Background: an optimization exercise with open tools, aiming at small area, a short achievable clock period and few clock cycles per item. Do not read the settings as production practice.
Only simulation tests tie the RTL to the original design; equivalence was not proved.

**flow/design.v**
```verilog
module blink_quantizer #(
    parameter [8:0] BRK = 9'b1_0001_0001
) (
    input  wire        clk,
    input  wire        rst,
    input  wire        req_valid,
    output wire        req_ready,
    input  wire [63:0] req_on_ms,
    input  wire [63:0] req_off_ms,
    output wire        resp_valid,
    output wire [1:0]  resp_path,
    output wire [6:0]  resp_num_steps,
    output wire [7:0]  resp_on_code,
    output wire [63:0] resp_on_ms,
    output wire [63:0] resp_off_ms
);
    wire on_z   = ~|req_on_ms;
    wire off_z  = ~|req_off_ms;
    wire on_hi  = |req_on_ms[63:15];
    wire off_hi = |req_off_ms[63:15];
    wire p1     = off_z & ~on_z;             
    wire p2     = on_z & ~off_z;             
    wire gen    = ~(p1 | p2);                
    wire x_big  = ~|req_off_ms[63:56] && (req_on_ms[63:8] >= req_off_ms[55:0]);
    wire y_big  = ~|req_on_ms[63:56]  && (req_off_ms[63:8] >= req_on_ms[55:0]);
    wire wide   = on_hi | off_hi;
    wire to_w   = wide & ~(gen & (x_big | y_big));
    wire accept = req_valid & req_ready & ~rst;
    reg  [14:0] a_op, b_op;
    always @(*) begin
        if (on_z & off_z) begin
            a_op = 15'd500;   b_op = 15'd500;
        end else if (wide & x_big) begin
            a_op = 15'h7fff;  b_op = 15'd1;
        end else if (wide & y_big) begin
            a_op = 15'd1;     b_op = 15'h7fff;
        end else begin
            a_op = req_on_ms[14:0]; b_op = req_off_ms[14:0];
        end
    end
    genvar i;
    generate
        for (i = 0; i <= 8; i = i + 1) begin : P
            wire        v_c;
            wire [1:0]  pa_c;
            wire [15:0] s_c, r_c;
            wire [7:0]  q_c;
            wire        v_o;
            wire [1:0]  pa_o;
            wire [15:0] s_o, r_o;
            wire [7:0]  q_o;
            if (i == 0) begin : A
                assign v_c  = accept & ~to_w;
                assign pa_c = {~p1, ~p2};
                assign s_c  = {1'b0, a_op} + {1'b0, b_op};
                assign r_c  = {1'b0, a_op};
                assign q_c  = 8'd0;
            end else begin : R
                wire [16:0] t = {P[i-1].r_o, 1'b0} - {1'b0, P[i-1].s_o};
                wire        qb = ~t[16];
                assign v_c  = P[i-1].v_o;
                assign pa_c = P[i-1].pa_o;
                assign s_c  = P[i-1].s_o;
                assign r_c  = qb ? t[15:0] : {P[i-1].r_o[14:0], 1'b0};
                assign q_c  = {P[i-1].q_o[6:0], qb};
            end
            if (BRK[i]) begin : F
                reg        v_r;
                reg [1:0]  pa_r;
                reg [15:0] s_r, r_r;
                reg [7:0]  q_r;
                always @(posedge clk) begin
                    if (rst) v_r <= 1'b0;
                    else     v_r <= v_c;
                    pa_r <= pa_c;
                    s_r  <= s_c;
                    r_r  <= r_c;
                    q_r  <= q_c;
                end
                assign v_o = v_r; assign pa_o = pa_r; assign s_o = s_r;
                assign r_o = r_r; assign q_o = q_r;
            end else begin : W
                assign v_o = v_c; assign pa_o = pa_c; assign s_o = s_c;
                assign r_o = r_c; assign q_o = q_c;
            end
        end
    endgenerate
    reg        w_busy;
    reg [3:0]  w_cnt;
    reg [1:0]  w_pa;
    reg [64:0] w_r, w_s;
    reg [7:0]  w_q;
    wire [65:0] w_t  = {w_r, 1'b0} - {1'b0, w_s};
    wire        w_qb = ~w_t[65];
    wire        w_done = w_busy & (w_cnt == 4'd8);
    assign req_ready = ~w_busy;
    always @(posedge clk) begin
        if (rst) begin
            w_busy <= 1'b0;
        end else if (accept & to_w) begin
            w_busy <= 1'b1;
        end else if (w_done) begin
            w_busy <= 1'b0;
        end
        if (accept) begin
            w_cnt <= 4'd0;
            w_pa  <= {~p1, ~p2};
            w_r   <= {1'b0, req_on_ms};
            w_s   <= {1'b0, req_on_ms} + {1'b0, req_off_ms};
        end else begin
            w_cnt <= w_cnt + 4'd1;
            w_r   <= w_qb ? w_t[64:0] : {w_r[63:0], 1'b0};
            w_q   <= {w_q[6:0], w_qb};
        end
    end
    wire        o_gen = &o_pa;
    wire [1:0]  o_pa  = w_done ? w_pa : P[8].pa_o;
    wire [15:0] o_s   = w_done ? (&w_pa ? 16'h8000 : w_s[15:0]) : P[8].s_o;
    wire [7:0]  o_q   = w_done ? w_q : P[8].q_o;
    reg  [6:0]  steps;
    wire [15:0] s_m = o_s - 16'd129;
    always @(*) begin
        if (o_s <= 16'd256)        steps = 7'd1;
        else if (o_s > 16'd16256)  steps = 7'd126;
        else                       steps = s_m[13:7] + 7'd1;
    end
    wire [7:0]  mper = {1'b0, steps} + 8'd2;           
    wire [15:0] prod = mper * o_q;
    wire [14:0] act_on  = prod[15:1];
    wire [14:0] act_off = {mper, 7'd0} - act_on;
    wire hi_on  = w_done & (w_pa == 2'd1);
    wire hi_off = w_done & (w_pa == 2'd2);
    assign resp_valid     = w_done | P[8].v_o;
    assign resp_path      = o_pa;
    assign resp_num_steps = o_gen ? steps : 7'd0;
    assign resp_on_code   = o_gen ? o_q : 8'd0;
    assign resp_on_ms     = {hi_on  ? w_s[63:15] : 49'd0,
                             o_gen ? act_on  : (o_pa == 2'd1 ? o_s[14:0] : 15'd0)};
    assign resp_off_ms    = {hi_off ? w_s[63:15] : 49'd0,
                             o_gen ? act_off : (o_pa == 2'd2 ? o_s[14:0] : 15'd0)};
endmodule
```
**flow/run.sh**
```bash
#!/bin/bash
# synth_recipe.tcl (not shown) runs the flow's synth.tcl, then flattens the netlist and writes it again
# the make line also repeats each setting of config.mk as NAME=value (left out here)
make -C /OpenROAD-flow-scripts/flow DESIGN_CONFIG=/design/flow/config.mk WORK_HOME=/design/flow/orfs CLKGATE_MAP_FILE= SYNTH_SCRIPT=/design/flow/synth_recipe.tcl finish
```
**flow/config.mk**
```make
export PLATFORM = sky130hd
export DESIGN_NAME = blink_quantizer
export DESIGN_NICKNAME = blink_quantizer
export VERILOG_FILES = /design/flow/design.v
export SDC_FILE = /design/flow/constraint.sdc
export NUM_CORES = 4
export LEC_CHECK = 0
export CAP_MARGIN = 20
export CORE_MARGIN = 2
export CORE_UTILIZATION = 40
export SLEW_MARGIN = 20
```
**flow/constraint.sdc**
```tcl
create_clock -name core_clock -period 12.0 [get_ports {clk}]
set_input_delay 2.4000 -clock core_clock [delete_from_list [all_inputs] [get_ports {clk}]]
set_output_delay 2.4000 -clock core_clock [all_outputs]
set_load 0.01 [all_outputs]
```
==> results_dict.tcl <==
set metrics [dict create \
    outcome "complete, no violations" \
    netlist_instances 3660 \
    mean_instance_size_in_the_synthesized_netlist_sq_um 7.80 \
    criticalPathCategory "flop to output port" \
    grt_max_degree 96 \
    final_min_period_ns 11.44 \
    cts_tree "built" \
    fin_skew_ns 0.0199 \
    post_route_cells_drive_above_1_share_pct 5.11 \
    drt.antenna.violating_nets 0 \
    endpoint_kind "output port" \
    fin_cells 4880 \
    yosys.cell_types.count 87 \
    maxSlewViolCount 0 \
    num_rows 97 \
    routedWlPerCell_um 19.4 \
    design.core.area_sq_um 70400 \
    drv.max_cap_violation_count 0 \
    synth-seq-cells 245 \
    die_area_sq_um 73600 \
    routed_wl_mm 94.5 \
    hold_class "flop to flop" \
    worst_slew_pin_slew_ns 1.14 \
    postSynth.asyncResetShare_pct 0 \
    antenna_found_initial 21 \
    place_inst 4812 \
    numPortBuffers 277 \
    syn-cell-area_sq_um 28600 \
    finalHoldViolCount 0 \
    synth_sequential_area_ratio_pct 19.8 \
    post_dp_cell_area_sq_um 32500 \
    num_vias 27000 \
    dieHeight_um 271 \
    first_global_vias 25700 \
    synth_enable_flop_cells 75 \
    worst_slew_margin_rel_pct 23.3 \
    floorplan.io_pins 278 \
    cts_hold_buffers 0 \
    clk_path_buf_depth 3 \
    synthFlopType "dfxtp_1" \
    timing.critical_path.from_type "flop" \
    timing.final.setup_violations 0 \
    timing.critical_path.required_ns 9.60 \
    die_w_um 271 \
    clk_root_buffer_cell "clkbuf_16" \
    cts-buffers-inserted 29 \
    stdcell_area_sq_um 33700 \
    largest_fanout_on_the_critical_path 6 \
    synth-warning-count 1 \
    max_freq_mhz 87.4 \
    final_worst_path_period_share_pct 95.3 \
    detail_placement_hpwl_mm 76.7 \
    synthesis.nets 4257 \
    initial_utilization_pct 40.6 \
    hold_depth 0 \
    rr_worst_depth 47 \
    filler_cell_count 7090 \
    cts.sinks 245 \
    clkLatencyLatePin_ns 0.59 \
    global_route.usage.total_pct 24.8 \
    drt_iter0_markers 1904 \
    global_route.overflow_total 0 \
    rsz_0062_raised_after_global_routing "true" \
    fin_nets 4509 \
    routabilityCongestion 0.973 \
    worst_path_max_delay_cell "fa_1" \
    drc 0 \
    grt_first_pass_wirelength_mm 145 \
    detailedRoute.firstPassIterationCount 5 \
    path_clk_slew_ns 0.07 \
    arrival_ns 9.04 \
    cts.htree.levels 1 \
    crit_path_max_incr_delay_ns 0.52 \
    route.detailed.vias_per_inst 5.54 \
    layout-area-overhead-vs-synth_pct 18.0 \
]
sequential cells by signal (all words and copies together) (netlist names):
signal and cells:
w_q 8, P.F.r_r 31, P.F.q_r 12, w_s 65, P.F.pa_r 6, w_busy 1, w_pa 2, P.F.v_r 3
w_r 65, P.F.s_r 48, w_cnt 4
layout make-up:
type | instances | area [sq um] | area share (%)
Multi-Input combinational cell | 2955 | 21300 | 63.2
Sequential cell | 245 | 5660 | 16.8
Timing Repair Buffer | 331 | 3180 | 9.44
Inverter | 350 | 1320 | 3.91
Tap cell | 940 | 1180 | 3.49
Clock buffer | 34 | 807 | 2.40
Clock inverter | 20 | 256 | 0.761
Antenna cell | 5 | 12.5 | 0.0371
layer usage:
layer	track usage, %	vias up	part of all wire (%)
met2	40.3	805	44
met4	7.98	30	3.2
met1	33.1	12500	45
li1	-	13500	-
met3	4.97	195	7.1
met5	0	-	0.21
repair_timing:
item                                    CTS  global route
pin swaps                                 1             7
endpoints found under the setup margin    3             7
setup buffers                             2             7
resized for setup                         4            19
layout by cell type (no fill, tap or decap), types with 20 or more instances in the layout:
master	n
inv_1	345
a31oi_1	40
and2_1	116
clkbuf_16	31
o21ai_0	189
xor2_1	106
nand2_1	265
ha_1	423
dfxtp_1	170
a21o_1	166
nand4_1	51
nor2b_1	52
clkdlybuf4s50_1	273
buf_4	54
nor2_1	340
a21oi_1	344
o21a_1	44
o211ai_1	20
edfxtp_1	75
and3_1	35
nand2b_1	53
nor4_1	33
a211oi_1	71
mux2_2	25
fa_1	41
nor3_1	40
o21bai_1	37
xnor2_1	150
nand3_1	53
or2_2	22
stage by stage:
step / hold WS (ns) / TNS (ns) / setup WS, ns / utilization, %
2_1_floorplan: 0.310 / 0 / 1.09 / -
3_3_place_gp: 0.310 / 0 / 0.399 / 46.1
3_5_place_dp: 0.312 / 0 / 0.229 / 46.1
4_1_cts: 0.326 / 0 / 0.108 / 47.7
5_1_grt: 0.344 / -0.0939 / -0.0939 / 47.9
6_report: 0.325 / 0 / 0.558 / 47.9
critical path, delay by kind of cell, from the launching register on:
family,cells,cell delay (ns)
and+or+nand+nor,10,1.64
muxes,1,0.25
AOI/OAI and AO/OA,10,1.43
DFF,1,0.33
buffers and inverters,6,0.56
xor gates and xnor gates,7,1.11
adders and majority gates,9,3.12
cell usage after synthesis (44+ instances only):
cell	instances	area share, %
clkbuf_1	97	1.3
nand2b_1	53	1.2
a21oi_1	348	6.1
o21ai_0	190	3.3
dfxtp_1	170	12
and2_1	116	2.5
o21a_1	44	1.2
a21o_1	166	4.4
nor2b_1	52	1.1
ha_1	425	19
inv_1	346	4.5
nand2_1	265	3.5
nand4_1	51	1.1
a211oi_1	71	1.9
nor2_1	341	4.5
nand3_1	54	0.95
xnor2_1	152	4.7
edfxtp_1	75	7.9
xor2_1	108	3.3
kinds of logic after synthesis:
family                   after synthesis  synth area share [%]
AO/OA/AOI/OAI                       1075                  24.1
XOR/XNOR                             261                  8.03
adder cells (fa/ha/maj)              466                  21.5
buffers and inverters                460                  6.10
flip-flops                           245                  19.8
multiplexers                          44                  1.65
AND/OR/NAND/NOR                     1109                  18.8
worst paths after layout:
| kind | startpoint | end | slack, ns |
|---|---|---|---|
| worst max-delay path | w_cnt[0] | resp_off_ms[14] | 0.56 |
| worst min-delay path | P[0].F.pa_r[0] | P[4].F.pa_r[0] | 0.33 |
| worst max register to register | P[0].F.s_r[2] | P[4].F.r_r[10] | 0.84 |
| worst min register to register | P[0].F.pa_r[0] | P[4].F.pa_r[0] | 0.33 |
Testbench counts, summed over its fixed seeds: cycles 3,800, items 3,200.

==> what the ideal ports hide <==
No port has a modelled driver above. Below, the same layout with a new extraction and two added sets of constraints.
Step 1, drivers: a clkbuf_16 drives clk and a buf_2 each remaining input, both assumed.
Step 2 adds t to the input delays and takes it off the output delays; t is the mean of the earliest and latest rising clock arrival at the registers after step 1. Input paths then give back, and output paths get back, about the clock's delay inside the block.
Three values: ideal ports, drivers, drivers and shift; two values: the first two.
shift t [ns]: 0.643
setup slack, ns: 0.558 / 0.498 / 0.844
worst setup path at the end: register to register
After both steps setup and hold are still met in this run. For this run, drivers alone change the setup slack by -0.060 ns; drivers and shift together by +0.286 ns.
